From an optimization exercise on the open Yosys and OpenROAD flow, aimed at small area; shortcuts taken in it are not production practice. At most, simulation tests tie the RTL to the original design; equivalence was not proved. No activity file was given, so power comes from the tool's default toggle rates.

## sps_serial_reader
module sps_serial_reader (
    input  wire        clk,
    input  wire        rst,
    input  wire        start,
    input  wire        init,
    output wire        busy,
    output reg         done,
    input  wire [7:0]  rx_count,    
    input  wire [7:0]  rx_head,     
    output wire        rx_pop,      
    output wire        rx_discard,  
    output reg  [3:0]  last_result,
    output reg         rec_valid,
    output wire [2:0]  health,
    output reg  [31:0] bad_cnt,
    output reg  [31:0] good_cnt,
    input  wire [3:0]  rec_sel,
    output wire [31:0] rec_data
);
clock: 10.0 ns
lec_check: 0
cap_margin: 0
core_margin: 2
core_utilization: 75
place_density: 0.85
slew_margin: 0
synth_hierarchical: 1
standard.sh (not shown) runs the stock make flow with config.mk's settings and CLKGATE_MAP_FILE= SYNTH_SCRIPT=/design/flow/synth_recipe.tcl, a recipe that flattens the netlist after the stock synthesis.
==> flow/flow/run.sh <==
#!/bin/bash
# Standard synthesis and layout, with three changes: after synthesis every
# cell is set to the smallest drive strength of its family (repair sizes
# up again where needed), port buffers use the smallest buffer cell, and
# clock-tree sinks are clustered into larger groups without dummy loads.
set -euo pipefail
cd "$(dirname "$0")/.."
ARGS=(
  "BUFFER_PORTS_ARGS=-buffer_cell sky130_fd_sc_hd__buf_1"
  "CTS_ARGS=-sink_clustering_enable -repair_clock_nets -buf_list sky130_fd_sc_hd__clkbuf_4 -sink_clustering_size 12 -sink_clustering_max_diameter 30 -dont_use_dummy_load"
)
bash standard.sh synth "${ARGS[@]}" > flow_synth.log 2>&1
DOWNSIZE_ODB=orfs/results/sky130hd/sps_serial_reader/base/1_synth.odb \
  openroad -no_init -exit flow/downsize.tcl > flow_downsize.log 2>&1
bash standard.sh finish "${ARGS[@]}" > flow_make.log 2>&1
==> flow/flow/downsize.tcl <==
# Swap every standard cell of the synthesized netlist to the smallest drive
# strength of its own cell family (same function and pins). Placement and the
# later repair steps size cells up again wherever timing, slew or load needs it.
set odb $::env(DOWNSIZE_ODB)
read_db $odb
set db [ord::get_db]
set dont_use {probe_p lpflow_ fill decap tapvpwrvgnd diode}
set best [dict create]
foreach lib [$db getLibs] {
  foreach m [$lib getMasters] {
    set n [$m getName]
    if {![regexp {^(sky130_fd_sc_hd__[a-z0-9]+)_([0-9]+)$} $n -> fam drv]} { continue }
    set skip 0
    foreach d $dont_use { if {[string first $d $n] >= 0} { set skip 1 } }
    if {$skip} { continue }
    set a [expr {[$m getWidth] * [$m getHeight]}]
    if {![dict exists $best $fam] || $a < [lindex [dict get $best $fam] 0]} {
      dict set best $fam [list $a $m]
    }
  }
}
set before 0.0
set after 0.0
set swapped 0
foreach inst [[ord::get_db_block] getInsts] {
  set m [$inst getMaster]
  set n [$m getName]
  set before [expr {$before + [$m getWidth] * [$m getHeight] / 1e6}]
  if {[regexp {^(sky130_fd_sc_hd__[a-z0-9]+)_([0-9]+)$} $n -> fam drv] && [dict exists $best $fam]} {
    set nm [lindex [dict get $best $fam] 1]
    if {[$nm getName] ne $n} {
      if {[$inst swapMaster $nm]} { incr swapped; set m $nm }
    }
  }
  set after [expr {$after + [$m getWidth] * [$m getHeight] / 1e6}]
}
puts "downsize: swapped $swapped cells, area [format %.1f $before] -> [format %.1f $after] um2"
write_db $odb
The baseline went through all stages and came out clean.
Edit:
--- a/flow/flow/run.sh
+++ b/flow/flow/run.sh
@@ -8,5 +8,5 @@
 ARGS=(
   "BUFFER_PORTS_ARGS=-buffer_cell sky130_fd_sc_hd__buf_1"
-  "CTS_ARGS=-sink_clustering_enable -repair_clock_nets -buf_list sky130_fd_sc_hd__clkbuf_4 -sink_clustering_size 12 -sink_clustering_max_diameter 30 -dont_use_dummy_load"
+  "CTS_ARGS=-sink_clustering_enable -repair_clock_nets -buf_list sky130_fd_sc_hd__clkbuf_4 -sink_clustering_size 10 -sink_clustering_max_diameter 40 -dont_use_dummy_load"
 )
 bash standard.sh synth "${ARGS[@]}" > flow_synth.log 2>&1
The changed run finished clean.
Non-clock buffer count does not change.
Worst hold slack is better by 0.056 ns.
Cell count is lower by 0.59%.
Cell area is lower by 0.44%.
No run of this note included a check of the RTL's function; only the layout flow was run.

* * *

## build 76
Another version of the RTL of sps_serial_reader (not shown whole).
Size in the first run: roughly 130 I/O pins, about 0.022 mm2 of cells after synthesis.
==> flow/config.mk <==
export PLATFORM = sky130hd
export DESIGN_NAME = sps_serial_reader
export DESIGN_NICKNAME = sps_serial_reader
export VERILOG_FILES = /design/flow/design.v
export SDC_FILE = /design/flow/constraint.sdc
export NUM_CORES = 4
export LEC_CHECK = 0
export CAP_MARGIN = 20
export CORE_MARGIN = 2
export CORE_UTILIZATION = 65
export CTS_BUF_LIST = sky130_fd_sc_hd__clkbuf_4
export PLACE_DENSITY = 0.75
export SLEW_MARGIN = 20
export SYNTH_HIERARCHICAL = 1
==> flow/constraint.sdc <==
create_clock -name core_clock -period 10.0 [get_ports {clk}]
set_input_delay 2.0000 -clock core_clock [delete_from_list [all_inputs] [get_ports {clk}]]
set_output_delay 2.0000 -clock core_clock [all_outputs]
set_load 0.01 [all_outputs]
==> flow/flow/run.sh <==
#!/bin/bash
# Standard layout, with two changes: port buffers use the smallest buffer cell,
# and clock-tree sinks are clustered into larger groups without dummy loads.
set -euo pipefail
cd "$(dirname "$0")/.."
bash standard.sh finish \
  "BUFFER_PORTS_ARGS=-buffer_cell sky130_fd_sc_hd__buf_1" \
  "CTS_ARGS=-sink_clustering_enable -repair_clock_nets -buf_list sky130_fd_sc_hd__clkbuf_4 -sink_clustering_size 10 -sink_clustering_max_diameter 40 -dont_use_dummy_load" \
  > flow_make.log 2>&1
Modified inputs, build 8 compared to build 76
- SLEW_MARGIN now 0, was 20
- CORE_UTILIZATION now 75, was 65
- CAP_MARGIN now 0, was 20
- PLACE_DENSITY now 0.85, was 0.75
- CTS_BUF_LIST no longer set, was sky130_fd_sc_hd__clkbuf_4
Results
- Every run in the comparison, build 8 and build 76, completed the flow with a clean layout.
- Comparing build 76 against build 8, there is no change at all in mean instance size in the synthesized netlist.
- Worst setup timing slack at the placement stage: build 8 vs build 76 down 4.3 ps
- Final clock period utilization by the worst path: build 76 vs build 8, no meaningful difference
- Diff build 76 -> build 8 | number of clock buffer instances in the layout | down by a few percent
- Cell row count went down by a little under 10% going from build 76 to build 8.
- Build 8 against build 76: achievable clock frequency was more or less identical, power -about 0.9%.
> inputs changed (build 8 -> build 36)
- changing SLEW_MARGIN from 0 to 20
- changing CAP_MARGIN from 0 to 20
- setting CTS_BUF_LIST to sky130_fd_sc_hd__clkbuf_4 for the first time
- changing CORE_UTILIZATION from 75 to 65
- changing PLACE_DENSITY from 0.85 to 0.75
==> flow/flow/run.sh <==
#!/bin/bash
# Standard layout, with two changes: port buffers use the smallest buffer cell,
# and clock-tree sinks are clustered into larger groups without dummy loads.
set -euo pipefail
cd "$(dirname "$0")/.."
bash standard.sh finish \
  "BUFFER_PORTS_ARGS=-buffer_cell sky130_fd_sc_hd__buf_1" \
  "CTS_ARGS=-sink_clustering_enable -repair_clock_nets -buf_list sky130_fd_sc_hd__clkbuf_8 -sink_clustering_size 16 -sink_clustering_max_diameter 50 -dont_use_dummy_load" \
  > flow_make.log 2>&1
==> results.txt <==
Taking build 8 as the reference, in build 36 met1 wire length went up about 9%, standard cell area after detailed placement went up about 0.8%. Build 36 vs build 8, instance count: build 36 higher. On via count: between build 8 and build 36, it ends up higher for build 8. A worst-path cell with the longest stage delay of nor2_2 is what build 8 shows, while nor2_4 belongs to build 36. Total power divided by cell area in build 36 vs build 8: up 1.4%.

* * *

south:
Another version of the RTL of sps_serial_reader (not shown whole).
Size in the first run: about 130 I/O pins, ~21000 sq um of cells after synthesis.
// sps_serial_reader
module sps_serial_reader (
    input  wire        clk,
    input  wire        rst,
    input  wire        start,
    input  wire        init,
    output wire        busy,
    output reg         done,
    input  wire [7:0]  rx_count,    
    input  wire [7:0]  rx_head,     
    output wire        rx_pop,      
    output wire        rx_discard,  
    output reg  [3:0]  last_result,
    output reg         rec_valid,
    output wire [2:0]  health,
    output reg  [31:0] bad_cnt,
    output reg  [31:0] good_cnt,
    input  wire [3:0]  rec_sel,
    output wire [31:0] rec_data
);
clock: 10.0 ns
lec_check: 0
cap_margin: 0
core_margin: 2
core_utilization: 75
gpl_timing_driven: 0
place_density: 0.85
slew_margin: 0
synth_hierarchical: 1
==> flow/flow/run.sh <==
#!/bin/bash
# Standard synthesis and layout, with three changes: after synthesis every
# cell is set to the smallest drive strength of its family (repair sizes
# up again where needed), port buffers use the smallest buffer cell, and
# clock-tree sinks are clustered into larger groups without dummy loads.
set -euo pipefail
cd "$(dirname "$0")/.."
ARGS=(
  "BUFFER_PORTS_ARGS=-buffer_cell sky130_fd_sc_hd__buf_1"
  "CTS_ARGS=-sink_clustering_enable -repair_clock_nets -buf_list sky130_fd_sc_hd__clkbuf_4 -sink_clustering_size 10 -sink_clustering_max_diameter 40 -dont_use_dummy_load"
)
bash standard.sh synth "${ARGS[@]}" > flow_synth.log 2>&1
DOWNSIZE_ODB=orfs/results/sky130hd/sps_serial_reader/base/1_synth.odb \
  openroad -no_init -exit flow/downsize.tcl > flow_downsize.log 2>&1
bash standard.sh finish "${ARGS[@]}" > flow_make.log 2>&1
Scripts as last shown in full above: flow/flow/downsize.tcl
[inputs] west vs south
- clearing GPL_TIMING_DRIVEN, which used to be 0
Results
west went all the way through synthesis, placement and routing and the layout is clean on timing, DRC and antenna.
west: final hold slack is 0.013 ns higher than what south reported.
| time the final worst path needs with I/O delays and setup | west vs south | 0.40 ns lower |
Re sequential group share of total power: west is 0.3 points up on south.

## separate check: timing with driven ports
In the flow no input, the clock included, has a driving cell. The finished layouts below were timed again as built, in two steps. Step 1 (the two cells are an assumption about what drives the block):
set clk [get_ports {clk}]
set_driving_cell -lib_cell sky130_fd_sc_hd__clkbuf_16 $clk
set_driving_cell -lib_cell sky130_fd_sc_hd__buf_2 [delete_from_list [all_inputs] $clk]
Step 2 adds t to the input delays and takes it off the output delays; t is the mean of the earliest and latest rising clock arrival at the registers after step 1. Input paths then give back, and output paths get back, about the clock's delay inside the block. a / b / c = ideal / step 1 / step 2; a / b = the first two.
| run | shift t [ns] | setup WS [ns] | worst setup path at the end | worst register clock-pin slew, ns | worst data-port slew with drivers (ns) |
|---|---|---|---|---|---|
| the first run of note 1 | 0.798 | 1.148 / 1.121 / 0.700 | input to register | 0.12 / 0.12 | 0.05 |
| the second run of note 1 | 0.792 | 1.161 / 1.135 / 0.678 | input to register | 0.11 / 0.11 | 0.05 |
| build 76 | 0.791 | 1.069 / 1.046 / 1.046 | input to output | 0.11 / 0.11 | 0.08 |
| build 8 | 0.775 | 1.054 / 1.021 / 1.021 | input to output | 0.11 / 0.11 | 0.06 |
| build 36 | 0.698 | 1.078 / 1.054 / 1.054 | input to output | 0.10 / 0.10 | 0.07 |
| south | 0.737 | 1.033 / 1.056 / 0.320 | input to register | 0.11 / 0.11 | 0.04 |
| west | 0.756 | 1.428 / 1.451 / 0.695 | input to register | 0.11 / 0.11 | 0.04 |
After both steps setup and hold are still met in every run listed. The setup slack of west, which loses most, moves by +0.023 ns with the drivers and by -0.733 ns with both steps.
